Source: an optimization exercise on an open RTL-to-GDS flow (aim: small area, a short achievable clock period and few clock cycles). Production flows keep margins and buffers that such runs may drop.
RTL that was checked went through simulation tests only; none was proved equivalent to the original.
Function not checked in runs 1 and 2: the RTL went through the layout flow alone.
Power and IR drop assume default switching activity.

===== flow/design.v =====
module sprite_render (
    input  wire        clk,
    input  wire        rst,
    input  wire        start,
    output wire        busy,
    output reg         done,
    input  wire [2:0]  cfg_grid_w_m1,    
    input  wire [2:0]  cfg_grid_h_m1,    
    input  wire [2:0]  cfg_fb_tx_m1,     
    input  wire [2:0]  cfg_fb_ty_m1,     
    input  wire        cfg_gated,        
    input  wire [10:0] cfg_spr_off,      
    input  wire [10:0] cfg_anim_off,     
    output reg         tbl_re,
    output reg         tbl_we,
    output reg  [10:0] tbl_addr,
    output reg  [7:0]  tbl_wdata,
    input  wire [7:0]  tbl_rdata,
    output reg         def_re,
    output reg  [13:0] def_addr,
    input  wire [7:0]  def_rdata,
    output reg         fb_we,
    output reg  [11:0] fb_addr,
    output reg  [7:0]  fb_wdata
);
    reg busy_r;
    assign busy = busy_r;
    wire accept = start && !busy_r;
    localparam T_IDLE  = 4'd0;
    localparam T_START = 4'd1;    
    localparam T_RA    = 4'd2;    
    localparam T_RS    = 4'd3;    
    localparam T_CD    = 4'd4;    
    localparam T_RN    = 4'd5;    
    localparam T_RK    = 4'd6;    
    localparam T_CK    = 4'd7;    
    localparam T_RSP   = 4'd8;    
    localparam T_RFC   = 4'd9;    
    localparam T_CFC   = 4'd10;   
    localparam T_WFC   = 4'd11;   
    localparam T_RD    = 4'd12;   
    localparam T_RN2   = 4'd13;   
    localparam T_CN    = 4'd14;   
    localparam T_WE    = 4'd15;   
    reg [3:0]  tstate;
    reg        te_fin;       
    reg [10:0] ea;           
    reg [2:0]  tcol, trow;   
    reg [5:0]  trb;          
    reg        r_gated;      
    reg [9:0]  r_a;          
    reg [7:0]  r_spr;        
    reg [7:0]  r_k;          
    reg        r_ge;         
    reg        rec_valid;    
    wire t_wrap = (tcol == cfg_grid_w_m1);
    wire t_last = t_wrap && (trow == cfg_grid_h_m1);
    wire        two   = (tstate == T_WE);
    wire [10:0] a_inc = {tbl_addr[10:1] + {9'd0, two | tbl_addr[0]}, tbl_addr[0] ^ ~two};
    wire [10:0] a_d   = tbl_addr + {1'b0, r_a} + {10'd0, r_gated && tstate == T_CD};
    wire        fc_ge = (tbl_rdata >= tbl_wdata);
    reg        pe_fin;       
    reg        v1;           
    reg [2:0]  p_xo, p_yo;   
    reg        p_clipx, p_clipy;
    reg [5:0]  p_row;        
    reg        p_last;       
    reg        p_wrap;       
    reg [2:0]  p_hi;         
    reg [11:0] fb_a1;        
    wire [2:0] rr = def_addr[5:3];
    wire [2:0] cc = def_addr[2:0];
    wire [2:0] chi = p_clipx ? ~p_xo : 3'd7;
    wire [2:0] rhi = p_clipy ? ~p_yo : 3'd7;
    wire       row_end  = (cc == p_hi);
    wire       tile_end = row_end && (rr == rhi);
    wire       take = rec_valid && (!def_re || tile_end);
    wire [3:0] px = {1'b0, p_xo} + {1'b0, cc};
    wire [3:0] py = {1'b0, p_yo} + {1'b0, rr};
    wire [3:0] py1   = py + 4'd1;                         
    wire [2:0] n_xo  = r_k[2:0];
    wire [2:0] n_yo  = r_k[5:3];
    wire       r_cov = rec_valid && !p_wrap &&
                       (py1 >= {1'b0, n_yo}) && (py1 <= {1'b0, n_yo} + 4'd7);
    wire [3:0] r_cut = 4'd7 + {1'b0, n_xo} - {1'b0, p_xo};    
    wire [2:0] hi1   = (r_cov && r_cut < {1'b0, chi}) ? r_cut[2:0] : chi;
    always @(posedge clk) begin
        if (rst) begin
            busy_r    <= 1'b0;
            done      <= 1'b0;
            tstate    <= T_IDLE;
            tbl_re    <= 1'b0;
            tbl_we    <= 1'b0;
            rec_valid <= 1'b0;
            te_fin    <= 1'b0;
            pe_fin    <= 1'b0;
            def_re    <= 1'b0;
            v1        <= 1'b0;
            fb_we     <= 1'b0;
        end else begin
            done <= 1'b0;
            if (accept) begin
                busy_r <= 1'b1;
                te_fin <= 1'b0;
                pe_fin <= 1'b0;
            end else if (busy_r && te_fin && pe_fin && !def_re && !v1) begin
                busy_r <= 1'b0;
                done   <= 1'b1;
            end
            tbl_re <= 1'b0;
            tbl_we <= 1'b0;
            case (tstate)
                T_IDLE:  if (accept) tstate <= T_START;
                T_START: begin tbl_re <= 1'b1; tstate <= T_RA; end
                T_RA:    begin tbl_re <= 1'b1; tstate <= T_RS; end
                T_RS:    tstate <= T_CD;
                T_CD:    begin tbl_re <= 1'b1; tstate <= r_gated ? T_RK : T_RN; end
                T_RN:    begin tbl_re <= 1'b1; tstate <= T_RK; end
                T_RK: begin
                    if (r_gated) begin
                        tbl_re <= 1'b1;
                        tstate <= T_RSP;
                    end else begin
                        tstate <= T_CK;
                    end
                end
                T_CK:    begin rec_valid <= 1'b1; tbl_we <= 1'b1; tstate <= T_WE; end
                T_RSP:   begin rec_valid <= 1'b1; tbl_re <= 1'b1; tstate <= T_RFC; end
                T_RFC:   tstate <= T_CFC;
                T_CFC:   begin tbl_we <= 1'b1; tstate <= T_WFC; end
                T_WFC:   tstate <= r_ge ? T_RD : T_WE;
                T_RD:    begin tbl_re <= 1'b1; tstate <= T_RN2; end
                T_RN2:   tstate <= T_CN;
                T_CN:    begin tbl_we <= 1'b1; tstate <= T_WE; end
                T_WE: begin
                    if (t_last) begin
                        te_fin <= 1'b1;
                        tstate <= T_IDLE;
                    end else if (!rec_valid) begin
                        tbl_re <= 1'b1;
                        tstate <= T_RA;
                    end
                end
                default: tstate <= T_IDLE;
            endcase
            if (take)
                rec_valid <= 1'b0;
            if (take)
                def_re <= 1'b1;
            else if (def_re && tile_end)
                def_re <= 1'b0;
            if (def_re && tile_end && !take && p_last)
                pe_fin <= 1'b1;
            v1    <= def_re;
            fb_we <= v1;
        end
    end
    always @(posedge clk) begin
        case (tstate)
            T_START: begin
                ea       <= cfg_spr_off;
                tbl_addr <= cfg_spr_off;
                tcol     <= 3'd0;
                trow     <= 3'd0;
                trb      <= 6'd0;
                r_gated  <= cfg_gated;
            end
            T_RA:  tbl_addr <= a_inc;
            T_RS: begin
                r_a      <= r_gated ? {tbl_rdata, 2'b00} : {1'b0, tbl_rdata, 1'b0};
                tbl_addr <= cfg_anim_off;
            end
            T_CD: begin
                r_spr    <= tbl_rdata;
                tbl_addr <= a_d;
            end
            T_RN:  tbl_addr <= a_inc;
            T_RK: begin
                tbl_wdata <= tbl_rdata;            
                tbl_addr  <= a_inc;
            end
            T_CK: begin
                r_k      <= tbl_rdata;
                tbl_addr <= ea;
            end
            T_RSP: begin
                r_k      <= tbl_rdata;
                tbl_addr <= a_inc;
            end
            T_RFC: tbl_wdata <= tbl_rdata;         
            T_CFC: begin
                r_ge      <= fc_ge;
                tbl_wdata <= fc_ge ? 8'd0 : tbl_rdata + 8'd1;
            end
            T_WFC: tbl_addr <= r_ge ? cfg_anim_off : ea;
            T_RD:  tbl_addr <= a_d;
            T_CN: begin
                tbl_wdata <= tbl_rdata;
                tbl_addr  <= ea;
            end
            T_WE: begin
                if (!t_last && !rec_valid) begin
                    ea       <= a_inc;
                    tbl_addr <= a_inc;
                    if (t_wrap) begin
                        tcol <= 3'd0;
                        trow <= trow + 3'd1;
                        trb  <= trb + {3'd0, cfg_fb_tx_m1} + 6'd1;
                    end else begin
                        tcol <= tcol + 3'd1;
                    end
                end
            end
            default: ;
        endcase
        if (take) begin
            def_addr <= {r_spr + {6'd0, r_k[7:6]}, 6'd0};
            p_xo     <= r_k[2:0];
            p_yo     <= r_k[5:3];
            p_clipx  <= (tcol == cfg_fb_tx_m1);
            p_clipy  <= (trow == cfg_fb_ty_m1);
            p_last   <= t_last;
            p_wrap   <= t_wrap;
            p_hi     <= (tcol == cfg_fb_tx_m1) ? ~r_k[2:0] : 3'd7;
            p_row    <= trb + {3'd0, tcol};
        end else if (row_end) begin
            def_addr[5:0] <= {rr + 3'd1, 3'd0};
            p_hi          <= hi1;
            if (py[2:0] == 3'd7)
                p_row <= p_row + {3'd0, cfg_fb_tx_m1} + 6'd1;
        end else begin
            def_addr[2:0] <= cc + 3'd1;
        end
        fb_a1    <= {p_row + {5'd0, px[3]}, py[2:0], px[2:0]};
        fb_addr  <= fb_a1;
        fb_wdata <= def_rdata;
    end
endmodule

===== flow/run.sh =====
#!/bin/bash
# synth_recipe.tcl (not shown) runs the flow's synth.tcl, then flattens the netlist and writes it again
# the make line also repeats each setting of config.mk as NAME=value (left out here)
make -C /OpenROAD-flow-scripts/flow DESIGN_CONFIG=/design/flow/config.mk WORK_HOME=/design/flow/orfs CLKGATE_MAP_FILE= SYNTH_SCRIPT=/design/flow/synth_recipe.tcl finish

===== flow/config.mk =====
export PLATFORM = sky130hd
export DESIGN_NAME = sprite_render
export DESIGN_NICKNAME = sprite_render
export VERILOG_FILES = /design/flow/design.v
export SDC_FILE = /design/flow/constraint.sdc
export NUM_CORES = 4
export LEC_CHECK = 0
export CAP_MARGIN = 20
export CORE_MARGIN = 2
export CORE_UTILIZATION = 40
export SETUP_SLACK_MARGIN = 5
export SLEW_MARGIN = 20

===== flow/constraint.sdc =====
create_clock -name core_clock -period 6.5 [get_ports {clk}]
set_input_delay 1.3000 -clock core_clock [delete_from_list [all_inputs] [get_ports {clk}]]
set_output_delay 1.3000 -clock core_clock [all_outputs]
set_load 0.01 [all_outputs]

==> results of run 1 <==
==> worst register-to-register path, stage by stage, from the launching register on <==
cell      delay, ns
edfxtp_1       0.44
ha_4           0.20
fa_2           0.48
buf_4          0.16
buf_6          0.12
a41oi_1        0.17
o22ai_2        0.14
buf_4          0.15
buf_4          0.12
buf_4          0.12
buf_4          0.12
buf_4          0.13
o221ai_4       0.23
buf_4          0.16
o211ai_1       0.08
a31o_1         0.21
==> worst paths after layout <==
path | cells after the start | slack, ns | endpoint | from
worst max register to register | 15 | 3.24 | p_hi[0] | p_yo[0]
worst min-delay path | 0 | 0.32 | fb_addr[1] | fb_a1[1]
worst max-delay path | 15 | 3.24 | p_hi[0] | p_yo[0]
worst min register to register | 0 | 0.32 | fb_addr[1] | fb_a1[1]
==> stage by stage <==
step                      cell area (µm²)   util  power [mW]  hold WS (ns)  setup slack, ns
after floorplan                      8550      -        1.89         0.310             3.38
after global placement               9860  0.507        2.20         0.310             2.71
after detailed placement             9860  0.507        2.24         0.312             2.69
after CTS                           11700  0.603        3.61         0.325             3.19
after global routing                12600  0.648        4.00         0.328             3.09
final                               12600  0.648        3.81         0.325             3.24
==> Yosys cell counts, types with 4 or more instances <==
cell | n | area share
or3_1 | 5 | 0.0039
and3_1 | 9 | 0.0071
ha_1 | 61 | 0.096
xnor2_1 | 37 | 0.041
nand3_1 | 20 | 0.013
a21o_1 | 15 | 0.014
nand2b_1 | 9 | 0.0071
clkbuf_1 | 12 | 0.0057
a31oi_1 | 11 | 0.0087
nand2_1 | 80 | 0.038
nor2_1 | 57 | 0.027
nor3_1 | 14 | 0.0088
a222oi_1 | 4 | 0.0051
and2_1 | 8 | 0.0063
mux2_2 | 9 | 0.013
a211oi_1 | 4 | 0.0038
xor2_1 | 25 | 0.028
buf_2 | 6 | 0.0038
a21oi_1 | 43 | 0.027
nor2b_1 | 14 | 0.011
inv_1 | 47 | 0.022
o22ai_1 | 7 | 0.0055
o21a_1 | 5 | 0.0047
edfxtp_1 | 96 | 0.36
fa_1 | 8 | 0.020
o21ai_0 | 34 | 0.021
a32oi_1 | 4 | 0.0044
dfxtp_1 | 52 | 0.13
o211ai_1 | 5 | 0.0047
nor3b_1 | 4 | 0.0038
==> routing by layer <==
| layer | track usage | routed length (µm) |
|---|---|---|
| met5 | 0 | 0 |
| met4 | 0.0736 | 425 |
| met3 | 0.0382 | 1340 |
| met2 | 0.374 | 12300 |
| met1 | 0.293 | 10000 |
==> layout make-up <==
cell class | count | area [µm²]
timing repair buffer | 247 | 2440
multi-input combinational | 540 | 4930
fill | 1502 | 6840
timing repair inverter | 3 | 38.8
clock inverter | 13 | 208
clock buffer | 19 | 433
tap | 265 | 332
inverter | 49 | 248
sequential | 148 | 3990
==> cells by family after synthesis <==
family,after synthesis
buffers and inverters,68
flip-flops,148
AND/OR/NAND/NOR,235
multiplexers,10
adder cells (fa/ha/maj),69
AO/OA/AOI/OAI,161
XOR/XNOR,62
==> flip-flops by register name (all words and copies together) (netlist names), 4 cells and up <==
register and cells:
def_addr 14, ea 11, fb_a1 12, fb_addr 12
fb_wdata 8, p_row 6, r_a 9, r_k 8
r_spr 8, tbl_addr 11, tbl_wdata 8, trb 6
tstate 4
==> timing repair <==
item	4_1_cts	5_1_grt
resized for setup	511	99
gates cloned	6	4
buffers inserted	88	42
endpoints found under the setup margin	263	221
pin swaps	70	60
==> report_power, final <==
group          internal [mW]  leakage, nW  switching [mW]
clock network          0.680        0.295           0.392
logic                  0.781         3.46           0.690
registers               1.17         1.33          0.0938
==> metrics.md, run 1 <==
| Metric | Value |
|---|---|
| Compound-Gate Fraction of Synth Area | 0.132 |
| Mapped Cells | 753 |
| Minimum clock period after layout | around 3.3 ns |
| Syn. warnings | 1 |
| Synth Area in Simple Gates | 0.140 |
| Worst Skew | about 0.011 ns |
| Iter 0 DRT Violations | 526 |
| Fraction of layout cells with a size suffix above 1 | 0.464 |
| CP most frequent cell | buf_4 |
| Std cell rows | 51 |
| DRT Wirelength | 24100 µm |
| H-tree levels | 4 |
| Mapped Nets | 876 |
| CP Max Fanout | 4 |
| Port Buf Inserts | 112 |
| Yosys reg bits | 148 |
| DP HPWL | about 15000 µm |
| Unrepaired setup endpoints after global routing | yes |
| Worst Hold Class | register to register |
| First-pass DRT Iterations | 5 |
| Seq/Total Area, Yosys | 0.495 |
| Worst relative slew slack | 0.441 |
| Post-DR wirelength/cell | ~19 µm |
| CP required | 6.68 ns |
| Die width | approximately 140 µm |
| Top-level I/O count | approximately 110 |
| Netlist cell types | 58 |
| Clock Pin Slew Worst Setup and Hold Paths | approximately 0.060 ns |
| Final period util | 0.501 |
| Total negative setup slack | 0 ns |
| # clock sinks | around 150 |
| Cell Area, Synth | 0.00792 mm² |
| Fin. Hold Viols | 0 |
| CTS tree | yes |
| Die area | 0.0209 mm² |
| Residual DRC count | 0 |
| Mean Syn Cell Area | 10.5 µm² |
| Worst EP arrival | 3.44 ns |
| Worst path max stage delay | about 0.48 ns |
| Area delta synth->final | 59.3% |
| Worst-Skew Late Latency | about 0.43 ns |
| Routed via count | between 6000 and 7000 |
| Post-synth EDFFs | 96 |
| Max-cap violations | 0 |
| Max Fclk | 307 MHz |
| Core ar. | 0.0195 mm² |
| Async S/R FF share, synth | 0 |
| First-pass GRT wire length | 35000 µm |
| Root buf cell | clkbuf_16 |
| Crit Path Class | register to register |
| Final max-slew violation count | 0 |
| Worst-Margin Slew | roughly 0.84 ns |
| Largest family of logic cells by synthesized area | simple AND/OR/NAND/NOR gates |
| Slowest CP cell | fa_2 |
| Vias per std cell | 5.38 |
| Largest net degree at the start of global routing | 19 |
| Global placer's final weighted congestion | just under 0.9 |
| Die Span Y | 145 µm |
| CP startpoint kind | register |
| Final setup viols | 0 |
| Vias in the first global route | 6365 |
| Clock Tree Buf Depth | 2 |
| Gr ovfl total | 0 |
| Crit path buffers/inverters | 8 |
| Layout Cells excl Fill | 1284 |
| CTS buffer count | 17 |
| Max IR drop VDD | roughly 0.2 mV |
| Post-placement cell count | 1112 |
| Most common library cell in the layout ignoring fill and taps | edfxtp_1 |
| Top_reg_cell synth | edfxtp_1 |
| Post-route ant nets | 0 |
| Crit-path leading delay family | buffers and inverters |
| Initial Util | 0.407 |
| Area share of fa/ha/maj cells after synthesis | 0.117 |
| Synth Area in XOR/XNOR | 0.0686 |
| Cts hold-fix bufs | 0 |
| Leakage | 5.08 nW |
| # diodes | 0 |
| Most frequent cells in the layout | edfxtp_1 (96), buf_4 (85), buf_6 (74) |
| Setup crit end kind | register |
| Initial antenna violation count | 0 |
| Post-synthesis mux area share | 0.0141 |
| Nets@finish | 1129 |
| Power density over the cells | 302 mW/mm² |
| Crit-path cells | ha_4 > fa_2 > buf_4 > buf_6 > a41oi_1 > o22ai_2 > buf_4 > buf_4 > buf_4 > buf_4 > buf_4 > o221ai_4 > buf_4 > o211ai_1 > a31o_1 |
| Outcome | complete, no violations |
| GR Util All Layers | 0.223 |
==> run 2: changes to the inputs <==
--- a/flow/config.mk
+++ b/flow/config.mk
@@ -9,4 +9,4 @@
 export CORE_MARGIN = 2
 export CORE_UTILIZATION = 40
-export SETUP_SLACK_MARGIN = 5
+export SETUP_SLACK_MARGIN = 4
 export SLEW_MARGIN = 20
==> run 2 against run 1 <==
Compared with the run above:
- still clean on timing, DRC and antenna
- total power fell by 14%
- register-to-register slack improved by 0.06 ns
- synthesized area did not move
- die area did not move
- flip-flop and latch count did not move
- critical path type unchanged
- largest power group is now sequential cells
==> metrics.md, run 2 <==
| Metric | Value |
|---|---|
| Post-synth EDFFs | 96 (unchanged) |
| Crit path buffers/inverters | 0 (-8) |
| Cell Area, Synth | 0.00792 mm² (unchanged) |
| Global placer's final weighted congestion | 0.836 (-5.6%) |
| Yosys reg bits | 148 (unchanged) |
| CTS buffer count | 17 (unchanged) |
| Async S/R FF share, synth | 0 (unchanged) |
| Worst Hold Class | register to register |
| DRT Wirelength | 20800 µm (-14%) |
| Max IR drop VDD | 0.206 mV (+6.0%) |
| Slowest CP cell | fa_2 |
| First-pass GRT wire length | 32300 µm (-7.7%) |
| Mean Syn Cell Area | 10.5 µm² (unchanged) |
| # clock sinks | 148 (unchanged) |
| Biggest regs | def_addr: 14 flops, fb_a1: 12 flops, fb_addr: 12 flops |
| CTS tree | yes |
| H-tree levels | 4 (unchanged) |
| Gr ovfl total | 0 (unchanged) |
| Crit-path leading delay family | compound AO/OA/AOI/OAI gates |
| Nets@finish | 1049 (-7.1%) |
| Syn. warnings | 1 (unchanged) |
| First-pass DRT Iterations | 7 (+2) |
| Netlist cell types | 58 (unchanged) |
| Iter 0 DRT Violations | 485 (-7.8%) |
| Largest net degree at the start of global routing | 26 (+7) |
| Max-cap violations | 0 (unchanged) |
| Top cell type's share of synthesized area | 0.364 (unchanged) |
| Worst-Skew Late Latency | 0.43 ns (about the same) |
| Leakage | 4.33 nW (-15%) |
| Routed via count | 6403 (-7.3%) |
| Post-route ant nets | 0 (unchanged) |
| Int Power | 2.18 mW (-17%) |
| Net Sw Power | 1.08 mW (-7.9%) |
| Clock share of power | 0.292 (+0.011) |
| Residual DRC count | 0 (unchanged) |
| Root buf cell | clkbuf_16 |
| CP startpoint kind | register |
| Worst EP arrival | 3.39 ns (-0.05 ns) |
| Core ar. | 0.0195 mm² (unchanged) |
| Outcome | complete, no violations |
| Std cell rows | 51 (unchanged) |
| Die Span Y | 145 µm (unchanged) |
| Logic pwr share | 0.325 (-0.061) |
| GR Util All Layers | 0.204 (-0.0184) |
| Share of power burned in registers | 0.383 (+0.050) |
| Die width | 145 µm (unchanged) |
| Worst relative slew slack | 0.349 (-0.0920) |
| Worst path max stage delay | 0.57 ns (+0.09 ns) |
| DP HPWL | 14500 µm (-1.4%) |
| Largest register FFs | 14 (unchanged) |
| Cts hold-fix bufs | 0 (unchanged) |
| Vias in the first global route | 6399 (+0.53%) |
| Power density over the cells | 306 mW/mm² (+1.2%) |
| Max Fclk | 312 MHz (+1.7%) |
| CP Max Fanout | 6 (+2) |
| Mapped Cells | 753 (unchanged) |
| Die area | 0.0209 mm² (unchanged) |
| Crit-path cells | ha_2 > fa_2 > nand2_2 > a221o_1 > o22ai_4 > ha_4 > a21oi_2 > o21a_1 > o221ai_4 > or3_1 > a31o_1 |
| Minimum clock period after layout | 3.20 ns (-0.0559 ns) |
| Post-DR wirelength/cell | 17.3 µm (-7.9%) |
| Commonest cells in the netlist | edfxtp_1 (96), nand2_1 (80), ha_1 (61), nor2_1 (57), dfxtp_1 (52) |
| Worst-Margin Slew | 0.977 ns (+0.138 ns) |
| Top_reg_cell synth | edfxtp_1 |
| Most common cell in the netlist | edfxtp_1 |
| PnR worst setup slack | 3.30 ns (+0.0559 ns) |
| Port Buf Inserts | 112 (unchanged) |
| Area leader, netlist | edfxtp_1 |
| Clock Tree Buf Depth | 2 (unchanged) |
| Mapped Nets | 876 (unchanged) |
| Setup crit end kind | register |
| Unrepaired setup endpoints after global routing | yes |
| CP required | 6.69 ns (about the same) |
| Largest reg by FF count | def_addr |
| # diodes | 0 (unchanged) |
| Initial Util | 0.407 (unchanged) |
| Clock Pin Slew Worst Setup and Hold Paths | 0.07 ns (about the same) |
| Area delta synth->final | 34.8% |
| Vias per std cell | 5.32 (-1.2%) |
| Finished Core Util | 0.549 (-0.0999) |
| Total negative setup slack | 0 ns (unchanged) |
| Hold WS | 0.327 ns (+0.00193 ns) |
| Final max-slew violation count | 0 (unchanged) |
| Fraction of layout cells with a size suffix above 1 | 0.207 (-0.258) |
| Final setup viols | 0 (unchanged) |
| Place WS | 2.87 ns (+0.184 ns) |
| Crit Path Class | register to register |
| Seq/Total Area, Yosys | 0.495 (unchanged) |
| Sw frac | 0.332 (+0.0233) |
| Main area contributors after synthesis | edfxtp_1 (36%), dfxtp_1 (13%), ha_1 (9.6%) |
| Fin. Hold Viols | 0 (unchanged) |
| Most frequent cells in the layout | edfxtp_1 (96), nand2_1 (76), buf_4 (58) |
| Top-level I/O count | 113 (unchanged) |
| Initial antenna violation count | 0 (unchanged) |
| Most common library cell in the layout ignoring fill and taps | edfxtp_1 |
| Worst Skew | 0.0128 ns (+0.00168 ns) |
| Tot Pwr | 3.26 mW (-14%) |
| Final period util | 0.492 (-0.00860) |
[run 2: cell counts after synthesis]
No cell type changed its count.
[run 2: per-layer routing]
metal  up-vias  GRT usage  share of wire  wire (µm)
li1       3048          -              -          -
met1      3057      0.257           0.43       8900
met2       268      0.347           0.48      10100
met3        30     0.0438          0.070       1460
met4         0     0.0741          0.017        361
met5         -          0              0          0
[run 2: final cells by class]
cell class                 count  area, µm²
timing repair buffer         173       1520
inverter                      49        196
clock buffer                  17        425
tap                          265        332
sequential                   148       3950
clock inverter                15        135
multi-input combinational    537       4120
fill                        1674       8790
[run 2: logic make-up (layout without fill, tap and decap cells)]
kind of cell / count (synthesis) / in the layout / synth area share
buffers and inverters: 68 / 254 / 0.0332
XOR/XNOR: 62 / 62 / 0.0686
flip-flops: 148 / 148 / 0.495
multiplexers: 10 / 10 / 0.0141
adder cells (fa/ha/maj): 69 / 69 / 0.117
AO/OA/AOI/OAI: 161 / 161 / 0.132
AND/OR/NAND/NOR: 235 / 235 / 0.140
[run 2: worst paths after layout]
path | slack (ns) | start | end | cells past startpoint
worst max-delay path | 3.30 | p_yo[0] | p_hi[0] | 11
worst min-delay path | 0.33 | fb_a1[10] | fb_addr[10] | 0
worst max register to register | 3.30 | p_yo[0] | p_hi[0] | 11
worst min register to register | 0.33 | fb_a1[10] | fb_addr[10] | 0
[run 2: worst reg2reg max path, cell delays in order, from the launching register on]
cell      delay, ns
edfxtp_1       0.41
ha_2           0.21
fa_2           0.57
nand2_2        0.06
a221o_1        0.33
o22ai_4        0.16
ha_4           0.24
a21oi_2        0.13
o21a_1         0.17
o221ai_4       0.13
or3_1          0.33
a31o_1         0.22
[run 2: repair_timing]
action | 4_1_cts | 5_1_grt
gates resized for setup | 170 | 40
pin swaps | 19 | 21
setup buffers | 42 | 15
gates cloned | 1 | 0
endpoints found under the setup margin | 169 | 94
[run 2: stage by stage]
| step | std cells | instance area (µm²) |
|---|---|---|
| 6_report | 1204 | 10700 |
| 5_1_grt | 1204 | 10700 |
| 4_1_cts | 1189 | 10400 |
| 3_5_place_dp | 1114 | 9450 |
| 3_3_place_gp | 1113 | 9440 |
| 2_1_floorplan | 753 | 8060 |
[run 2: power by group through the flow]
stage | registers, mW | clock network, mW | logic, mW
2_1_floorplan | 1.28 | 0 | 0.541
3_3_place_gp | 1.29 | 0 | 0.852
3_5_place_dp | 1.29 | 0 | 0.884
4_1_cts | 1.25 | 0.970 | 1.02
5_1_grt | 1.27 | 1.01 | 1.17
6_report | 1.25 | 0.952 | 1.06
==> run 3: changes to the inputs <==
--- a/flow/design.v
+++ b/flow/design.v
@@ -68,4 +68,5 @@
     reg        p_wrap;       
     reg [2:0]  p_hi;         
+    reg [3:0]  p_py;         
     reg [11:0] fb_a1;        
     wire [2:0] rr = def_addr[5:3];
@@ -77,12 +78,11 @@
     wire       take = rec_valid && (!def_re || tile_end);
     wire [3:0] px = {1'b0, p_xo} + {1'b0, cc};
-    wire [3:0] py = {1'b0, p_yo} + {1'b0, rr};
-    wire [3:0] py1   = py + 4'd1;                         
+    wire [3:0] py = p_py;
     wire [2:0] n_xo  = r_k[2:0];
     wire [2:0] n_yo  = r_k[5:3];
-    wire       r_cov = rec_valid && !p_wrap &&
-                       (py1 >= {1'b0, n_yo}) && (py1 <= {1'b0, n_yo} + 4'd7);
-    wire [3:0] r_cut = 4'd7 + {1'b0, n_xo} - {1'b0, p_xo};    
-    wire [2:0] hi1   = (r_cov && r_cut < {1'b0, chi}) ? r_cut[2:0] : chi;
+    wire [4:0] r_dy  = {1'b0, p_py} + 5'd1 - {2'b00, n_yo};   
+    wire       r_cov = rec_valid && !r_dy[4] && !r_dy[3] && (n_xo < p_xo);
+    wire [2:0] r_cut = n_xo + ~p_xo;                        
+    wire [2:0] hi1   = p_wrap ? chi : (r_cov ? r_cut : 3'd7);
     always @(posedge clk) begin
         if (rst) begin
@@ -218,4 +218,5 @@
             p_xo     <= r_k[2:0];
             p_yo     <= r_k[5:3];
+            p_py     <= {1'b0, r_k[5:3]};
             p_clipx  <= (tcol == cfg_fb_tx_m1);
             p_clipy  <= (trow == cfg_fb_ty_m1);
@@ -227,4 +228,5 @@
             def_addr[5:0] <= {rr + 3'd1, 3'd0};
             p_hi          <= hi1;
+            p_py          <= p_py + 4'd1;
             if (py[2:0] == 3'd7)
                 p_row <= p_row + {3'd0, cfg_fb_tx_m1} + 6'd1;
--- a/flow/config.mk
+++ b/flow/config.mk
@@ -8,5 +8,5 @@
 export CAP_MARGIN = 20
 export CORE_MARGIN = 2
-export CORE_UTILIZATION = 40
+export CORE_UTILIZATION = 60
 export SETUP_SLACK_MARGIN = 4
 export SLEW_MARGIN = 20
==> run 3 against run 2 <==
Compared with the run above:
- still clean
- core utilization rose by 27 points
- die area fell by 33%
- clock skew fell by 0.0013 ns
- via count fell by 1.0%
==> metrics.md, run 3 <==
| Metric | Value |
|---|---|
| Outcome | complete, no violations |
| Die Span Y | 118 µm (-18%) |
| Mapped Nets | 829 (-5.4%) |
| Port Buf Inserts | 112 (unchanged) |
| Hold WS | 0.326 ns (-0.000898 ns) |
| Crit-path cells | buf_4 > nand2_1 > nor2_4 > clkinv_8 > ha_1 > inv_2 > ha_4 > ha_4 > nand3_2 > xor2_2 > o221ai_1 > a21oi_1 > o22ai_1 |
| Fin. Hold Viols | 0 (unchanged) |
| Power density over the cells | 298 mW/mm² (-2.4%) |
| Reg2reg setup slack | 3.97 ns (+0.67 ns) |
| Top-level I/O count | 113 (unchanged) |
| Gr ovfl total | 0 (unchanged) |
| Post-route ant nets | 0 (unchanged) |
| # clock sinks | 152 (+2.7%) |
| CP required | 6.67 ns (-0.02 ns) |
| Setup crit end kind | register |
| H-tree levels | 4 (unchanged) |
| Final max-slew violation count | 0 (unchanged) |
| Die width | 118 µm (-18%) |
| Largest reg by FF count | def_addr |
| Crit-path leading delay family | adder cells |
| CTS tree | yes |
| Clock Tree Buf Depth | 2 (unchanged) |
| Unrepaired setup endpoints after global routing | yes |
| Initial antenna violation count | 0 (unchanged) |
| Post-synth EDFFs | 99 (+3.1%) |
| Layout Cells excl Fill | 1069 (-11%) |
| Die area | 0.0140 mm² (-33%) |
| Top_reg_cell synth | edfxtp_1 |
| Worst path max stage delay | 0.35 ns (-0.22 ns) |
| Mean Syn Cell Area | 10.9 µm² (+3.8%) |
| Worst EP arrival | 2.70 ns (-0.69 ns) |
| CP most frequent cell | ha_4 |
| Mapped Cells | 716 (-4.9%) |
| Vias in the first global route | 6048 (-5.5%) |
| Final setup viols | 0 (unchanged) |
| Area leader, netlist | edfxtp_1 |
| CP startpoint kind | register |
| Max Fclk | 396 MHz (+27%) |
| Async S/R FF share, synth | 0 (unchanged) |
| Leakage | 4.27 nW (-1.4%) |
| Vias per std cell | 5.93 (+11%) |
| # diodes | 0 (unchanged) |
| Worst Hold Class | register to register |
| Main area contributors after synthesis | edfxtp_1 (38%), dfxtp_1 (14%), ha_1 (8.3%) |
| Most common library cell in the layout ignoring fill and taps | edfxtp_1 |
| DRT Wirelength | 21200 µm (+1.6%) |
| Core ar. | 0.0127 mm² (-35%) |
| Netlist cell types | 69 (+19%) |
| Yosys reg bits | 152 (+2.7%) |
| Biggest regs | def_addr: 14 flops, fb_a1: 12 flops, fb_addr: 12 flops |
| Most frequent cells in the layout | edfxtp_1 (99), dlygate4sd2_1 (61), nor2_1 (58) |
| Worst relative slew slack | 0.300 (-0.0490) |
| Iter 0 DRT Violations | 707 (+46%) |
| Routed via count | 6337 (-1.0%) |
| Worst-Skew Late Latency | 0.43 ns (about the same) |
| Crit path buffers/inverters | 3 (+3) |
| Cts hold-fix bufs | 0 (unchanged) |
| First-pass DRT Iterations | 7 (unchanged) |
| Slowest CP cell | dfxtp_4 |
| GR Util All Layers | 0.290 (+0.0854) |
| Crit Path Class | register to register |
| Largest register FFs | 14 (unchanged) |
| Max IR drop VDD | 0.184 mV (-11%) |
| Post-DR wirelength/cell | 19.8 µm (+14%) |
| Std cell rows | 41 (-20%) |
| DP HPWL | 13100 µm (-9.4%) |
| Largest net degree at the start of global routing | 32 (+23%) |
| Residual DRC count | 0 (unchanged) |
| Root buf cell | clkbuf_16 |
| Worst Skew | 0.0115 ns (-0.00131 ns) |
| Nets@finish | 997 (-5.0%) |
| Final period util | 0.389 (-0.104) |
| CTS buffer count | 17 (unchanged) |
| Post-placement cell count | 978 (-12%) |
| Seq/Total Area, Yosys | 0.516 (+0.0205) |
| Top cell type's share of synthesized area | 0.380 (+0.0162) |
| CP Max Fanout | 7 (+1) |
| Worst-Margin Slew | 1.04 ns (+0.0655 ns) |
| Global placer's final weighted congestion | 0.884 (+5.7%) |
| Syn. warnings | 1 (unchanged) |
| Max-cap violations | 0 (unchanged) |
| Area delta synth->final | 33.0% |
| First-pass GRT wire length | 31400 µm (-2.8%) |
| Most common cell in the netlist | edfxtp_1 |
| Fraction of layout cells with a size suffix above 1 | 0.204 (-0.00259) |
| Clock Pin Slew Worst Setup and Hold Paths | 0.07 ns (about the same) |
| Commonest cells in the netlist | edfxtp_1 (99), nor2_1 (62), nand2_1 (57), dfxtp_1 (53), ha_1 (52) |
| Initial Util | 0.617 (+0.210) |
| Minimum clock period after layout | 2.53 ns (-0.674 ns) |
| Cell Area, Synth | 0.00782 mm² (-1.3%) |
| Total negative setup slack | 0 ns (unchanged) |
==> run 3: layout make-up <==
type / count / area (µm²)
repair inverters: 2 / 16.3
well taps: 172 / 215
inverters: 45 / 198
flip-flops and latches: 152 / 4050
multi-input cells: 499 / 3870
clock inverters: 14 / 163
clock buffers: 18 / 429
fillers: 745 / 2270
repair buffers: 167 / 1450
==> run 3: path summary, 6_finish.rpt <==
| check | cells past startpoint | start | end |
|---|---|---|---|
| max | 13 | tstate[2] | tbl_addr[7] |
| min | 0 | fb_a1[8] | fb_addr[8] |
| max reg2reg | 13 | tstate[2] | tbl_addr[7] |
| min reg2reg | 0 | fb_a1[8] | fb_addr[8] |
==> run 3: worst reg2reg max path, stage by stage, from the launching register on <==
cell and delay [ns]:
dfxtp_4 0.35, buf_4 0.12, nand2_1 0.09, nor2_4 0.29, clkinv_8 0.11, ha_1 0.22
inv_2 0.07, ha_4 0.14, ha_4 0.15, nand3_2 0.10, xor2_2 0.19, o221ai_1 0.15
a21oi_1 0.18, o22ai_1 0.11
==> run 3: kinds of logic after synthesis <==
group | synth area share
and+or+nand+nor | 0.144
DFF | 0.516
AOI/OAI and AO/OA | 0.116
buffers and inverters | 0.0376
xor gates and xnor gates | 0.0706
adders and majority gates | 0.101
muxes | 0.0141
==> run 3: what timing repair did <==
action | 4_1_cts | 5_1_grt
hold endpoints to repair | 0 | 0
cloned | 3 | 3
gates resized for setup | 145 | 52
pin swaps | 11 | 27
setup endpoints to repair | 156 | 84
setup buffers | 34 | 19
==> run 3: metal layers <==
| metal | share of wire | GRT usage |
|---|---|---|
| met2 | 0.51 | 0.492 |
| met1 | 0.38 | 0.358 |
| met4 | 0.038 | 0.115 |
| met3 | 0.076 | 0.0656 |
| met5 | 0 | 0 |
==> run 3: report_power, final <==
group	switching, mW	internal [mW]	leakage, nW
logic	0.437	0.395	2.62
registers	0.0890	1.18	1.35
clock network	0.422	0.575	0.294
total	0.948	2.15	4.27
==> run 3: through the flow <==
stage                     cell area, µm²   util  power [mW]  setup slack, ns
after floorplan                     7940      -        1.71             3.82
after global placement              9130  0.721        1.96             2.87
after detailed placement            9130  0.721        2.00             2.83
after CTS                          10100  0.793        3.03             3.95
after global routing               10400  0.821        3.22             3.91
final                              10400  0.821        3.10             3.97
Testbench counts of run 3, summed over its fixed seeds: cycles 95,757.
==> run 4: changes to the inputs <==
==> flow/flow/run.sh (new file) <==
#!/bin/bash
# Standard layout, with plain buffers (buf_2) on the ports instead of the
# resizer's default choice. Every tool's output goes to flow.log here, and
# ORFS keeps each step's log under orfs/logs/.
set -euo pipefail
export BUFFER_PORTS_ARGS="-buffer_cell sky130_fd_sc_hd__buf_2"
bash standard.sh > flow.log 2>&1
==> flow/standard.sh (new file) <==
#!/bin/bash
# synth_recipe.tcl (not shown) runs the flow's synth.tcl, then flattens the netlist and writes it again
# the make line also repeats each setting of config.mk as NAME=value (left out here)
make -C /OpenROAD-flow-scripts/flow DESIGN_CONFIG=/design/flow/config.mk WORK_HOME=/design/flow/orfs CLKGATE_MAP_FILE= SYNTH_SCRIPT=/design/flow/synth_recipe.tcl "${@:-finish}"
removed: flow/run.sh
==> run 4 against run 3 <==
Compared with the run above:
- still clean on timing, DRC and antenna
- via count fell by 5.1%
- count of clock-buffer cells in the layout stayed put
- synthesized area unchanged
- final cell count shrank 3.2%
- synthesized cell count stayed put
- non-clock buffer count down 32
- first-iteration DRC count shrank 22%
- fmax increased by 1.8%
- core utilization decreased by 7.1 points
- register-to-register slack better by 0.09 ns
- die area did not move
- flip-flop and latch count did not move
- largest cell class unchanged
==> metrics.md, run 4 <==
| Metric | Value |
|---|---|
| Outcome | complete, no violations |
| H-tree levels | 4 (unchanged) |
| Largest reg by FF count | def_addr |
| Initial antenna violation count | 0 (unchanged) |
| Fraction of layout cells with a size suffix above 1 | 0.263 (+0.0590) |
| Most frequent cells in the layout | buf_2 (113), edfxtp_1 (99), nor2_1 (60) |
| Die width | 118 µm (unchanged) |
| Commonest cells in the netlist | edfxtp_1 (99), nor2_1 (62), nand2_1 (57), dfxtp_1 (53), ha_1 (52) |
| Leakage | 3.98 nW (-6.8%) |
| Final period util | 0.382 (-0.00674) |
| Unrepaired setup endpoints after global routing | yes |
| Top_reg_cell synth | edfxtp_1 |
| First-pass DRT Iterations | 5 (-2) |
| Crit Path Class | register to output port |
| Final std cell area, no fill | 0.00950 mm² (-8.6%) |
| Worst-Skew Late Latency | 0.42 ns (about the same) |
| Yosys reg bits | 152 (unchanged) |
| Largest net degree at the start of global routing | 32 (unchanged) |
| Nets@finish | 963 (-3.4%) |
| Max Fclk | 403 MHz (+1.8%) |
| Mapped Nets | 829 (unchanged) |
| # clock sinks | 152 (unchanged) |
| Max IR drop VDD | 0.155 mV (-16%) |
| Routed via count | 6013 (-5.1%) |
| Largest register FFs | 14 (unchanged) |
| CP startpoint kind | register |
| Crit path buffers/inverters | 1 (-2) |
| Area leader, netlist | edfxtp_1 |
| Crit-path leading delay family | flip-flops |
| DP HPWL | 12700 µm (-3.3%) |
| Clock Pin Slew Worst Setup and Hold Paths | 0.06 ns (about the same) |
| Worst-Margin Slew | 1.05 ns (+0.00431 ns) |
| Post-route ant nets | 0 (unchanged) |
| Gr ovfl total | 0 (unchanged) |
| CTS buffer count | 17 (unchanged) |
| CTS tree | yes |
| Area occupied by multi-input gates | 0.00373 mm² (-3.7%) |
| Vias in the first global route | 5881 (-2.8%) |
| Slowest CP cell | edfxtp_1 |
| Seq/Total Area, Yosys | 0.516 (unchanged) |
| # diodes | 0 (unchanged) |
| Async S/R FF share, synth | 0 (unchanged) |
| Area delta synth->final | 21.5% |
| Iter 0 DRT Violations | 552 (-22%) |
| First-pass GRT wire length | 29100 µm (-7.2%) |
| Initial Util | 0.617 (unchanged) |
| Biggest regs | def_addr: 14 flops, fb_a1: 12 flops, fb_addr: 12 flops |
| Worst path max stage delay | 0.55 ns (+0.20 ns) |
| FILL cells | 913 (+23%) |
| Port Buf Inserts | 112 (unchanged) |
| Global placer's final weighted congestion | 0.917 (+3.8%) |
| Max-cap violations | 0 (unchanged) |
| Std cell rows | 41 (unchanged) |
| Post-DR wirelength/cell | 17.6 µm (-11%) |
| Power density over the cells | 304 mW/mm² (+1.9%) |
| Cell Area, Synth | 0.00782 mm² (unchanged) |
| GR Util All Layers | 0.263 (-0.0263) |
| Die area | 0.0140 mm² (unchanged) |
| Final max-slew violation count | 0 (unchanged) |
| Vias per std cell | 5.81 (-2.0%) |
| Minimum clock period after layout | 2.48 ns (-0.0438 ns) |
| CP Max Fanout | 7 (unchanged) |
| Root buf cell | clkbuf_16 |
| Top-level I/O count | 113 (unchanged) |
| Mean Syn Cell Area | 10.9 µm² (unchanged) |
| Worst Skew | 0.00701 ns (-0.00446 ns) |
| Worst Hold Class | register to register |
| Worst EP arrival | 1.18 ns (-1.52 ns) |
| Mapped Cells | 716 (unchanged) |
| Die Span Y | 118 µm (unchanged) |
| Post-synth EDFFs | 99 (unchanged) |
| Cell Area, Placed | 0.00857 mm² (-6.1%) |
| DRT Wirelength | 18300 µm (-14%) |
| Clock Tree Buf Depth | 2 (unchanged) |
| Top cell type's share of synthesized area | 0.380 (unchanged) |
| Crit-path cells | buf_2 |
| Worst relative slew slack | 0.297 (-0.00290) |
| Setup crit end kind | output port |
| Fin. Hold Viols | 0 (unchanged) |
| Main area contributors after synthesis | edfxtp_1 (38%), dfxtp_1 (14%), ha_1 (8.3%) |
| Netlist cell types | 69 (unchanged) |
| CP required | 5.20 ns (-1.47 ns) |
| Residual DRC count | 0 (unchanged) |
| Final setup viols | 0 (unchanged) |
| Most common cell in the netlist | edfxtp_1 |
| Most common library cell in the layout ignoring fill and taps | buf_2 |
| Core ar. | 0.0127 mm² (unchanged) |
| Reg area | 0.00405 mm² (-0.12%) |
| Syn. warnings | 1 (unchanged) |
| Total negative setup slack | 0 ns (unchanged) |
[run 4: per-stage QoR]
stage | hold WS (ns) | worst slack [ns] | cells | power, mW | util
after floorplan | 0.310 | 3.82 | 716 | 1.71 | -
after global placement | 0.310 | 3.21 | 978 | 1.88 | 0.677
after detailed placement | 0.312 | 3.05 | 978 | 1.91 | 0.677
after CTS | 0.327 | 4.01 | 1027 | 2.86 | 0.734
after global routing | 0.331 | 3.94 | 1035 | 3.02 | 0.750
final | 0.326 | 4.02 | 1035 | 2.89 | 0.750
[run 4: cell type report]
type                            count  share of cell area
Sequential cell                   152               0.426
Multi-Input combinational cell    497               0.392
Timing Repair Buffer              135              0.0773
Clock buffer                       18              0.0474
Tap cell                          172              0.0226
Inverter                           45              0.0208
Clock inverter                     14              0.0118
Timing Repair inverter              2             0.00171
[run 4: logic make-up after synthesis]
kind of cell | share of synthesized area
simple gates | 0.144
xor+xnor | 0.0706
fa+ha+maj | 0.101
compound gates | 0.116
mux | 0.0141
buf+inv | 0.0376
flops | 0.516
[run 4: path summary, 6_finish.rpt]
kind | start | endpoint | slack (ns) | cells past startpoint
max reg2reg | tstate[0] | tbl_addr[8] | 4.06 | 11
max | tbl_addr[3] | tbl_addr[3] | 4.02 | 1
min | fb_a1[5] | fb_addr[5] | 0.33 | 0
min reg2reg | fb_a1[5] | fb_addr[5] | 0.33 | 0
[run 4: power breakdown]
part	switching, mW	internal [mW]
sequential	0.110	1.18
combinational	0.367	0.300
clock	0.412	0.520
[run 4: what timing repair did]
action | 4_1_cts | 5_1_grt
setup buffers | 15 | 7
pin swaps | 6 | 8
hold endpoints to repair | 0 | 0
hold buffers | 0 | 0
endpoints found under the setup margin | 68 | 29
gates cloned | 2 | 1
gates resized for setup | 18 | 25
[run 4: layer usage]
layer | GRT usage | up-vias | share of wire
met5 | 0 | - | 0
met4 | 0.118 | 0 | 0.030
met3 | 0.0512 | 43 | 0.065
met2 | 0.436 | 257 | 0.50
met1 | 0.336 | 2886 | 0.41
li1 | - | 2827 | -
==> run 5: changes to the inputs <==
--- a/flow/config.mk
+++ b/flow/config.mk
@@ -8,5 +8,6 @@
 export CAP_MARGIN = 20
 export CORE_MARGIN = 2
-export CORE_UTILIZATION = 60
+export CORE_UTILIZATION = 75
+export CTS_BUF_LIST = sky130_fd_sc_hd__clkbuf_4 sky130_fd_sc_hd__clkbuf_8
 export SETUP_SLACK_MARGIN = 4
 export SLEW_MARGIN = 20
==> run 5 against run 4 <==
Compared with the run above:
- highest routed layer unchanged
- wire length up 23%
- synthesized cell count unchanged
- largest cell class unchanged
- total power down 4.8%
- still clean on timing, DRC and antenna
- final cell count down 2.8%
==> metrics.md, run 5 <==
| Metric | Value |
|---|---|
| Most common library cell in the layout ignoring fill and taps | buf_2 |
| CP required | 6.72 ns (+1.52 ns) |
| Most frequent cells in the layout | buf_2 (113), edfxtp_1 (99), nor2_1 (60) |
| Vias per std cell | 6.66 (+15%) |
| CP startpoint kind | register |
| Die width | 106 µm (-10%) |
| # diodes | 0 (unchanged) |
| Place WS | 3.07 ns (+0.0219 ns) |
| Max Fclk | 391 MHz (-3.0%) |
| Worst relative slew slack | 0.294 (-0.00246) |
| Setup crit end kind | register |
| Routed via count | 6695 (+11%) |
| Gr ovfl total | 0 (unchanged) |
| Area delta synth->final | 18.9% |
| Most common cell in the netlist | edfxtp_1 |
| H-tree levels | 4 (unchanged) |
| Die Span Y | 106 µm (-10%) |
| Final period util | 0.394 (+0.0117) |
| Mean Syn Cell Area | 10.9 µm² (unchanged) |
| DP HPWL | 13600 µm (+7.0%) |
| Die area | 0.0113 mm² (-19%) |
| Initial Util | 0.764 (+0.147) |
| Final setup viols | 0 (unchanged) |
| Worst-Skew Late Latency | 0.47 ns (+0.05 ns) |
| Port Buf Inserts | 112 (unchanged) |
| Commonest cells in the netlist | edfxtp_1 (99), nor2_1 (62), nand2_1 (57), dfxtp_1 (53), ha_1 (52) |
| Max-cap violations | 0 (unchanged) |
| Worst Hold Class | register to register |
| First-pass DRT Iterations | 7 (+2) |
| Fin. Hold Viols | 0 (unchanged) |
| Top cell type's share of synthesized area | 0.380 (unchanged) |
| Mapped Cells | 716 (unchanged) |
| CTS tree | yes |
| Async S/R FF share, synth | 0 (unchanged) |
| Yosys reg bits | 152 (unchanged) |
| Cell Area, Synth | 0.00782 mm² (unchanged) |
| Initial antenna violation count | 0 (unchanged) |
| Worst-Margin Slew | 1.05 ns (+0.00366 ns) |
| Area leader, netlist | edfxtp_1 |
| Hold WS | 0.330 ns (+0.00417 ns) |
| Global placer's final weighted congestion | 0.941 (+2.6%) |
| Post-route ant nets | 0 (unchanged) |
| Worst Skew | 0.0161 ns (+0.00905 ns) |
| Area occupied by multi-input gates | 0.00370 mm² (-0.67%) |
| Post-synth EDFFs | 99 (unchanged) |
| Worst EP arrival | 2.78 ns (+1.60 ns) |
| Netlist cell types | 69 (unchanged) |
| Top-level I/O count | 113 (unchanged) |
| Iter 0 DRT Violations | 875 (+59%) |
| Largest reg by FF count | def_addr |
| PnR worst setup slack | 3.94 ns (-0.0760 ns) |
| Seq/Total Area, Yosys | 0.516 (unchanged) |
| FF-to-FF path depth | 13 (+2) |
| Biggest regs | def_addr: 14 flops, fb_a1: 12 flops, fb_addr: 12 flops |
| Clock Tree Buf Depth | 2 (unchanged) |
| FILL cells | 408 (-55%) |
| Power density over the cells | 296 mW/mm² (-2.7%) |
| Reg area | 0.00405 mm² (unchanged) |
| Vias in the first global route | 6352 (+8.0%) |
| CTS buffer count | 17 (unchanged) |
| Cts hold-fix bufs | 0 (unchanged) |
| Outcome | complete, no violations |
| Post-DR wirelength/cell | 22.3 µm (+27%) |
| Hold depth | 0 (unchanged) |
| Main area contributors after synthesis | edfxtp_1 (38%), dfxtp_1 (14%), ha_1 (8.3%) |
| Std cell rows | 37 (-9.8%) |
| DRT Wirelength | 22500 µm (+23%) |
| Nets@finish | 970 (+0.73%) |
| Total negative setup slack | 0 ns (unchanged) |
| Fraction of layout cells with a size suffix above 1 | 0.272 (+0.00938) |
| Clock Pin Slew Worst Setup and Hold Paths | 0.09 ns (+0.03 ns) |
| Largest net degree at the start of global routing | 32 (unchanged) |
| GR Util All Layers | 0.379 (+0.116) |
| Unrepaired setup endpoints after global routing | yes |
| Leakage | 3.93 nW (-1.1%) |
| First-pass GRT wire length | 32500 µm (+11%) |
| CP Max Fanout | 6 (-1) |
| Syn. warnings | 1 (unchanged) |
| # clock sinks | 152 (unchanged) |
| Root buf cell | clkbuf_8 |
| Largest register FFs | 14 (unchanged) |
| Final max-slew violation count | 0 (unchanged) |
| Max IR drop VDD | 0.221 mV (+42%) |
| Minimum clock period after layout | 2.56 ns (+0.0760 ns) |
| Residual DRC count | 0 (unchanged) |
| Top_reg_cell synth | edfxtp_1 |
| Mapped Nets | 829 (unchanged) |
| Crit Path Class | register to register |
| Core ar. | 0.0102 mm² (-19%) |
-- run 5: cell types whose count changed in the layout (fill, tap and decap cells not counted), sizes merged --
cell	before	now
buf	135	141
bufinv	0	1
clkbuf	18	24
clkinv	7	4
clkinvlp	3	2
inv	51	49
-- run 5: final timing paths --
path	from	endpoint	slack, ns
worst max-delay path	tstate[2]	tbl_addr[5]	3.94
worst min-delay path	fb_a1[0]	fb_addr[0]	0.33
worst min register to register	fb_a1[0]	fb_addr[0]	0.33
worst max register to register	tstate[2]	tbl_addr[5]	3.94
-- run 5: power breakdown --
part / switching, mW / total [mW] / leakage (nW) / internal (mW)
sequential: 0.113 / 1.29 / 1.35 / 1.18
clock: 0.374 / 0.717 / 0.204 / 0.343
combinational: 0.425 / 0.741 / 2.38 / 0.316
-- run 5: through the flow --
| stage | std cells | power (mW) | util | area, µm² |
|---|---|---|---|---|
| 3_3_place_gp | 942 | 1.88 | 0.833 | 8530 |
| 6_report | 1006 | 2.75 | 0.909 | 9300 |
| 5_1_grt | 1006 | 2.85 | 0.909 | 9300 |
| 2_1_floorplan | 716 | 1.71 | - | 7940 |
| 4_1_cts | 991 | 2.65 | 0.888 | 9080 |
| 3_5_place_dp | 942 | 1.93 | 0.834 | 8530 |
-- run 5: layout make-up --
type | count | area share
Tap cell | 136 | 0.0183
Clock inverter | 9 | 0.00942
Clock buffer | 23 | 0.0314
Timing Repair Buffer | 142 | 0.0844
Inverter | 45 | 0.0213
Sequential cell | 152 | 0.435
Timing Repair inverter | 2 | 0.00175
Multi-Input combinational cell | 497 | 0.398
-- run 5: cell families after synthesis --
| family | count (synthesis) | share of synthesized area |
|---|---|---|
| AOI/OAI and AO/OA | 139 | 0.116 |
| muxes | 10 | 0.0141 |
| buffers and inverters | 68 | 0.0376 |
| DFF | 152 | 0.516 |
| adders and majority gates | 59 | 0.101 |
| and+or+nand+nor | 225 | 0.144 |
| xor gates and xnor gates | 63 | 0.0706 |
-- run 5: worst max-delay path: stages (launching register included) --
cell and delay [ns]:
dfxtp_4 0.37, buf_4 0.12, nand2_1 0.09, nor2_4 0.23
clkinv_8 0.08, ha_2 0.18, inv_2 0.06, ha_4 0.15
ha_4 0.16, nand3_1 0.10, xor2_1 0.23, o221ai_1 0.16
a221oi_1 0.29, nor2_1 0.07
-- run 5: what timing repair did --
action / 4_1_cts / 5_1_grt
pin swaps: 6 / 11
gates resized for setup: 20 / 24
buffers inserted: 15 / 14
cloned: 2 / 1
endpoints found under the setup margin: 74 / 48
-- run 5: metal layers --
metal  share of wire  GRT usage  wire length [µm]
met5               0          0                 0
met4           0.063      0.188              1420
met3            0.10     0.0914              2360
met2            0.49      0.639             11000
met1            0.34      0.458              7710
==> run 6: changes to the inputs <==
--- a/flow/config.mk
+++ b/flow/config.mk
@@ -8,5 +8,5 @@
 export CAP_MARGIN = 20
 export CORE_MARGIN = 2
-export CORE_UTILIZATION = 75
+export CORE_UTILIZATION = 60
 export CTS_BUF_LIST = sky130_fd_sc_hd__clkbuf_4 sky130_fd_sc_hd__clkbuf_8
 export SETUP_SLACK_MARGIN = 4
==> run 6 against run 5 <==
Compared with the run above:
- core utilization down 18 points
- critical path type is now register to output port
- fmax rose by 2.7%
- die area is 24% higher
==> metrics.md, run 6 <==
| Metric | Value |
|---|---|
| Outcome | complete, no violations |
| Max IR drop VDD | 0.143 mV (-35%) |
| Area leader, netlist | edfxtp_1 |
| Layout Cells excl Fill | 1035 (+2.9%) |
| Cell Area, Synth | 0.00782 mm² (unchanged) |
| Area delta synth->final | 18.6% |
| Max-cap violations | 0 (unchanged) |
| Port Buf Inserts | 112 (unchanged) |
| Post-synth EDFFs | 99 (unchanged) |
| Largest family of logic cells by synthesized area | simple AND/OR/NAND/NOR gates |
| First-pass DRT Iterations | 7 (unchanged) |
| Area occupied by multi-input gates | 0.00369 mm² (-0.20%) |
| Initial Util | 0.617 (-0.147) |
| Synth Area in XOR/XNOR | 0.0706 (unchanged) |
| Gr ovfl total | 0 (unchanged) |
| Vias in the first global route | 5887 (-7.3%) |
| Final setup viols | 0 (unchanged) |
| Tot Pwr | 2.64 mW (-4.0%) |
| Reg area | 0.00405 mm² (unchanged) |
| First-pass GRT wire length | 28900 µm (-11%) |
| Syn. warnings | 1 (unchanged) |
| Sw frac | 0.323 (-0.00879) |
| DRT Wirelength | 18100 µm (-19%) |
| Clock share of power | 0.263 (+0.002) |
| Async S/R FF share, synth | 0 (unchanged) |
| Synth Area in Simple Gates | 0.144 (unchanged) |
| Largest register FFs | 14 (unchanged) |
| Mean Syn Cell Area | 10.9 µm² (unchanged) |
| Yosys reg bits | 152 (unchanged) |
| Top cell type's share of synthesized area | 0.380 (unchanged) |
| # clock sinks | 152 (unchanged) |
| Post-route ant nets | 0 (unchanged) |
| Die area | 0.0140 mm² (+24%) |
| Fin. Hold Viols | 0 (unchanged) |
| Post-synthesis mux area share | 0.0141 (unchanged) |
| Fraction of layout cells with a size suffix above 1 | 0.257 (-0.0152) |
| Residual DRC count | 0 (unchanged) |
| CP Max Fanout | 4 (-2) |
| Post-DR wirelength/cell | 17.5 µm (-22%) |
| Max Fclk | 401 MHz (+2.7%) |
| Net Sw Power | 852 µW (-6.6%) |
| Largest net degree at the start of global routing | 32 (unchanged) |
| Root buf cell | clkbuf_8 |
| Core ar. | 0.0127 mm² (+24%) |
| Unrepaired setup endpoints after global routing | yes |
| Top_reg_cell synth | edfxtp_1 |
| CTS buffer count | 17 (unchanged) |
| Most common library cell in the layout ignoring fill and taps | buf_2 |
| Cts hold-fix bufs | 0 (unchanged) |
| Area share of fa/ha/maj cells after synthesis | 0.101 (unchanged) |
| DP HPWL | 12700 µm (-6.5%) |
| Setup crit end kind | output port |
| Largest reg by FF count | def_addr |
| H-tree levels | 4 (unchanged) |
| Power density over the cells | 285 mW/mm² (-3.8%) |
| Worst EP arrival | 1.19 ns (-1.59 ns) |
| Int Power | 1.79 mW (-2.8%) |
| Crit path buffers/inverters | 1 (-2) |
| Crit-path leading delay family | flip-flops |
| Post-placement cell count | 978 (+3.8%) |
| GR Util All Layers | 0.263 (-0.116) |
| Final max-slew violation count | 0 (unchanged) |
| Netlist cell types | 69 (unchanged) |
| Iter 0 DRT Violations | 593 (-32%) |
| Logic pwr share | 0.252 (-0.017) |
| CTS tree | yes |
| Worst relative slew slack | 0.306 (+0.0118) |
| Compound-Gate Fraction of Synth Area | 0.116 (unchanged) |
| Crit Path Class | register to output port |
| Worst Hold Class | register to register |
| Initial antenna violation count | 0 (unchanged) |
| Nets@finish | 963 (-0.72%) |
| CP required | 5.20 ns (-1.52 ns) |
| Seq/Total Area, Yosys | 0.516 (unchanged) |
| Die width | 118 µm (+11%) |
| Total negative setup slack | 0 ns (unchanged) |
| Routed via count | 6012 (-10%) |
| Share of power burned in registers | 0.485 (+0.015) |
| CP startpoint kind | register |
| Worst-Margin Slew | 1.03 ns (-0.0176 ns) |
| Clock Tree Buf Depth | 2 (unchanged) |
| Minimum clock period after layout | 2.49 ns (-0.0677 ns) |
| Most frequent cells in the layout | buf_2 (113), edfxtp_1 (99), nor2_1 (60) |
| Final period util | 0.383 (-0.0104) |
| Commonest cells in the netlist | edfxtp_1 (99), nor2_1 (62), nand2_1 (57), dfxtp_1 (53), ha_1 (52) |
| Leakage | 3.88 nW (-1.2%) |
| Vias per std cell | 5.81 (-13%) |
| Biggest regs | def_addr: 14 flops, fb_a1: 12 flops, fb_addr: 12 flops |
| Worst-Skew Late Latency | 0.46 ns (about the same) |
| Mapped Cells | 716 (unchanged) |
| # diodes | 0 (unchanged) |
| Worst path max stage delay | 0.53 ns (+0.16 ns) |
| Clock Pin Slew Worst Setup and Hold Paths | 0.08 ns (about the same) |
| Mapped Nets | 829 (unchanged) |
| Die Span Y | 118 µm (+11%) |
| Crit-path cells | buf_2 |
| Worst Skew | 0.00817 ns (-0.00789 ns) |
| Most common cell in the netlist | edfxtp_1 |
| Main area contributors after synthesis | edfxtp_1 (38%), dfxtp_1 (14%), ha_1 (8.3%) |
| Slowest CP cell | edfxtp_1 |
| FILL cells | 944 (+130%) |
| Top-level I/O count | 113 (unchanged) |
| Std cell rows | 41 (+11%) |
| Global placer's final weighted congestion | 0.917 (-2.5%) |
[run 6: changes by cell type in the layout (fill, tap and decap cells not counted), moves of 2 or more]
| cell | delta |
|---|---|
| buf_4 | -6 |
| clkbuf_4 | -4 |
| inv_1 | +3 |
| inv_2 | -3 |
| inv_6 | +3 |
| clkbuf_8 | -2 |
| clkinv_4 | +2 |
| ha_1 | +2 |
| inv_4 | -2 |
[run 6: final cells by class]
| class | count | share of cell area |
|---|---|---|
| clock buffers | 17 | 0.0252 |
| clock inverters | 15 | 0.0154 |
| inverters | 45 | 0.0213 |
| multi-input cells | 498 | 0.398 |
| flip-flops and latches | 152 | 0.437 |
| well taps | 172 | 0.0232 |
| repair buffers | 134 | 0.0780 |
| repair inverters | 2 | 0.00175 |
[run 6: cells by family after synthesis]
kind of cell	count (synthesis)
XOR/XNOR	63
multiplexers	10
flip-flops	152
buffers and inverters	68
AND/OR/NAND/NOR	225
AO/OA/AOI/OAI	139
adder cells (fa/ha/maj)	59
[run 6: path summary, 6_finish.rpt]
check | start | end | slack [ns] | cells past startpoint
worst max-delay path | tbl_addr[2] | tbl_addr[2] | 4.01 | 1
worst min-delay path | fb_a1[5] | fb_addr[5] | 0.33 | 0
worst max register to register | tstate[2] | tbl_addr[7] | 4.05 | 13
worst min register to register | fb_a1[5] | fb_addr[5] | 0.33 | 0
[run 6: power groups by stage]
stage	Sequential (mW)	Clock, mW	Combinational, mW
floorplan	1.30	0	0.409
global placement	1.31	0	0.577
detailed placement	1.31	0	0.600
CTS	1.28	0.705	0.640
global route	1.30	0.743	0.737
finish	1.28	0.693	0.664
[run 6: repair_timing]
| item | CTS | global route |
|---|---|---|
| setup buffers | 15 | 6 |
| gates resized for setup | 17 | 20 |
| pin swaps | 5 | 7 |
| gates cloned | 2 | 2 |
| endpoints found under the setup margin | 70 | 29 |
[run 6: layer usage]
metal | global-route usage | wire length, µm
met5 | 0 | 0
met4 | 0.125 | 582
met3 | 0.0545 | 1220
met2 | 0.437 | 9010
met1 | 0.329 | 7280
[run 6: per-stage QoR]
step                      utilization  hold slack, ns  area (µm²)  setup WS, ns
final                           0.732           0.331        9270          4.01
after global routing            0.732           0.336        9270          3.94
after CTS                       0.719           0.332        9110          4.01
after detailed placement        0.677           0.312        8570          3.05
after global placement          0.677           0.310        8570          3.21
after floorplan                     -           0.310        7940          3.82
==> run 7: changes to the inputs <==
--- a/flow/config.mk
+++ b/flow/config.mk
@@ -10,4 +10,4 @@
 export CORE_UTILIZATION = 60
 export CTS_BUF_LIST = sky130_fd_sc_hd__clkbuf_4 sky130_fd_sc_hd__clkbuf_8
-export SETUP_SLACK_MARGIN = 4
+export SETUP_SLACK_MARGIN = 4.1
 export SLEW_MARGIN = 20
==> run 7 against run 6 <==
Compared with the run above:
- total power increased by 7.4%
- hold slack got worse by 0.0011 ns
- largest cell class unchanged
- sequential power about the same
- wire length increased by 4.0%
- clock skew increased by 0.0022 ns
- still clean
- synthesized area unchanged
==> metrics.md, run 7 <==
| Metric | Value |
|---|---|
| Top cell type's share of synthesized area | 0.380 (unchanged) |
| Initial antenna violation count | 0 (unchanged) |
| Yosys reg bits | 152 (unchanged) |
| Die width | 118 µm (unchanged) |
| Crit-path leading delay family | flip-flops |
| Top-level I/O count | 113 (unchanged) |
| Finished Core Util | 0.757 (+0.0252) |
| CP startpoint kind | register |
| Cell Area, Synth | 0.00782 mm² (unchanged) |
| DP HPWL | 12600 µm (-0.82%) |
| Fraction of layout cells with a size suffix above 1 | 0.295 (+0.0375) |
| Syn. warnings | 1 (unchanged) |
| Worst Hold Class | register to register |
| Compound-Gate Fraction of Synth Area | 0.116 (unchanged) |
| Synth Area in XOR/XNOR | 0.0706 (unchanged) |
| Final period util | 0.374 (-0.00972) |
| Slowest CP cell | edfxtp_1 |
| Area share of fa/ha/maj cells after synthesis | 0.101 (unchanged) |
| Max Fclk | 412 MHz (+2.6%) |
| Leakage | 4.03 nW (+3.8%) |
| Global placer's final weighted congestion | 0.943 (+2.7%) |
| Cts hold-fix bufs | 0 (unchanged) |
| Reg area | 0.00406 mm² (+0.15%) |
| Total negative setup slack | 0 ns (unchanged) |
| Post-synth EDFFs | 99 (unchanged) |
| Most frequent cells in the layout | buf_2 (112), edfxtp_1 (99), nor2_1 (60) |
| Residual DRC count | 0 (unchanged) |
| Post-route ant nets | 0 (unchanged) |
| Core ar. | 0.0127 mm² (unchanged) |
| Crit path buffers/inverters | 1 (unchanged) |
| Worst relative slew slack | 0.342 (+0.0363) |
| Area delta synth->final | 22.7% |
| Largest register FFs | 14 (unchanged) |
| Most common cell in the netlist | edfxtp_1 |
| Area occupied by multi-input gates | 0.00376 mm² (+1.8%) |
| Clock Pin Slew Worst Setup and Hold Paths | 0.08 ns (about the same) |
| Worst-Skew Late Latency | 0.47 ns (about the same) |
| CP required | 5.20 ns (about the same) |
| Max IR drop VDD | 0.148 mV (+4.1%) |
| Crit-path cells | buf_2 |
| Mapped Nets | 829 (unchanged) |
| CP Launch Point | tbl_addr[6] |
| Most common library cell in the layout ignoring fill and taps | buf_2 |
| Minimum clock period after layout | 2.43 ns (-0.0632 ns) |
| FILL cells | 857 (-9.2%) |
| Netlist cell types | 69 (unchanged) |
| # clock sinks | 152 (unchanged) |
| CP Depth | 1 (unchanged) |
| Initial Util | 0.617 (unchanged) |
| Iter 0 DRT Violations | 539 (-9.1%) |
| Crit Path Class | register to output port |
| Crit path capture | tbl_addr[6] |
| Worst path max stage delay | 0.48 ns (-0.05 ns) |
| CTS tree | yes |
| Commonest cells in the netlist | edfxtp_1 (99), nor2_1 (62), nand2_1 (57), dfxtp_1 (53), ha_1 (52) |
| Mapped Cells | 716 (unchanged) |
| DRT Wirelength | 18800 µm (+4.0%) |
| Root buf cell | clkbuf_8 |
| Std cell rows | 41 (unchanged) |
| Outcome | complete, no violations |
| Biggest regs | def_addr: 14 flops, fb_a1: 12 flops, fb_addr: 12 flops |
| Port Buf Inserts | 112 (unchanged) |
| Nets@finish | 982 (+2.0%) |
| Top_reg_cell synth | edfxtp_1 |
| Worst-Margin Slew | 0.979 ns (-0.0541 ns) |
| Largest reg by FF count | def_addr |
| GR Util All Layers | 0.269 (+0.00535) |
| Final setup viols | 0 (unchanged) |
| Synth Area in Simple Gates | 0.144 (unchanged) |
| Reg2reg setup slack | 4.11 ns (+0.06 ns) |
| Main area contributors after synthesis | edfxtp_1 (38%), dfxtp_1 (14%), ha_1 (8.3%) |
==> run 7: cells by family (layout without fill, tap and decap cells) <==
| kind of cell | Yosys count | in the layout |
|---|---|---|
| xor gates and xnor gates | 63 | 63 |
| buffers and inverters | 68 | 233 |
| DFF | 152 | 152 |
| adders and majority gates | 59 | 59 |
| muxes | 10 | 10 |
| AOI/OAI and AO/OA | 139 | 140 |
| and+or+nand+nor | 225 | 225 |
==> run 7: worst min-delay path by stage <==
stage / start / slack [ns] / end / cells past startpoint
after floorplan: fb_a1[0] / 0.31 / fb_addr[0] / 0
after global placement: fb_a1[4] / 0.31 / fb_addr[4] / 0
after detailed placement: fb_a1[3] / 0.31 / fb_addr[3] / 0
after CTS: fb_a1[4] / 0.33 / fb_addr[4] / 0
after global routing: fb_a1[4] / 0.34 / fb_addr[4] / 0
final: fb_a1[11] / 0.33 / fb_addr[11] / 0
==> run 7: layout make-up <==
type | instances | area share
timing repair buffer | 154 | 0.0917
sequential | 152 | 0.423
timing repair inverter | 2 | 0.00170
tap | 172 | 0.0224
clock buffer | 20 | 0.0280
clock inverter | 12 | 0.0205
inverter | 45 | 0.0206
multi-input combinational | 497 | 0.392
==> run 7: timing repair <==
| action | CTS | global route |
|---|---|---|
| gates resized for setup | 21 | 23 |
| pin swaps | 13 | 9 |
| buffers inserted | 30 | 11 |
| setup endpoints to repair | 111 | 65 |
| cloned | 2 | 1 |
==> run 7: metrics by stage <==
stage,worst slack (ns),area [µm²],instances,total power [mW]
6_report,4.07,9590,1054,2.83
5_1_grt,4.04,9590,1054,2.96
4_1_cts,4.07,9390,1042,2.80
3_5_place_dp,3.01,8620,978,1.92
3_3_place_gp,3.22,8620,978,1.90
2_1_floorplan,3.82,8020,716,1.72
==> run 7: power breakdown <==
group | switching (mW) | leakage (nW) | internal [mW]
logic | 0.398 | 2.44 | 0.325
clock network | 0.357 | 0.240 | 0.481
registers | 0.0893 | 1.35 | 1.18
==> run 7: metal layers <==
metal | track usage | up-vias | part of all wire
li1 | - | 2863 | -
met1 | 0.327 | 2942 | 0.41
met2 | 0.461 | 250 | 0.50
met3 | 0.0560 | 55 | 0.056
met4 | 0.118 | 0 | 0.030
met5 | 0 | - | 0

## port drivers added, routing unchanged
The results above use ideal ports. As a check the final layouts listed here were re-extracted and re-timed, cells and wires unchanged. Step 1, drivers: a clkbuf_16 drives clk and a buf_2 each remaining input, both assumed. Step 2, shift: input delay + t, output delay - t, t = (earliest + latest rising clock arrival at the registers) / 2. This alone moves slack from input paths to output paths. Slacks: ideal ports / drivers / drivers and shift; pairs: ideal ports / drivers.
run | shift t [ns] | setup slack, ns
run 1 | 0.469 | 3.243 / 3.243 / 3.243
run 2 | 0.473 | 3.299 / 3.299 / 3.299
run 3 | 0.473 | 3.973 / 3.973 / 3.540
run 4 | 0.459 | 4.017 / 3.976 / 3.600
run 5 | 0.499 | 3.941 / 3.941 / 3.535
run 6 | 0.495 | 4.009 / 3.970 / 3.542
run 7 | 0.498 | 4.072 / 4.034 / 3.619
After both steps setup and hold are still met in every run listed.
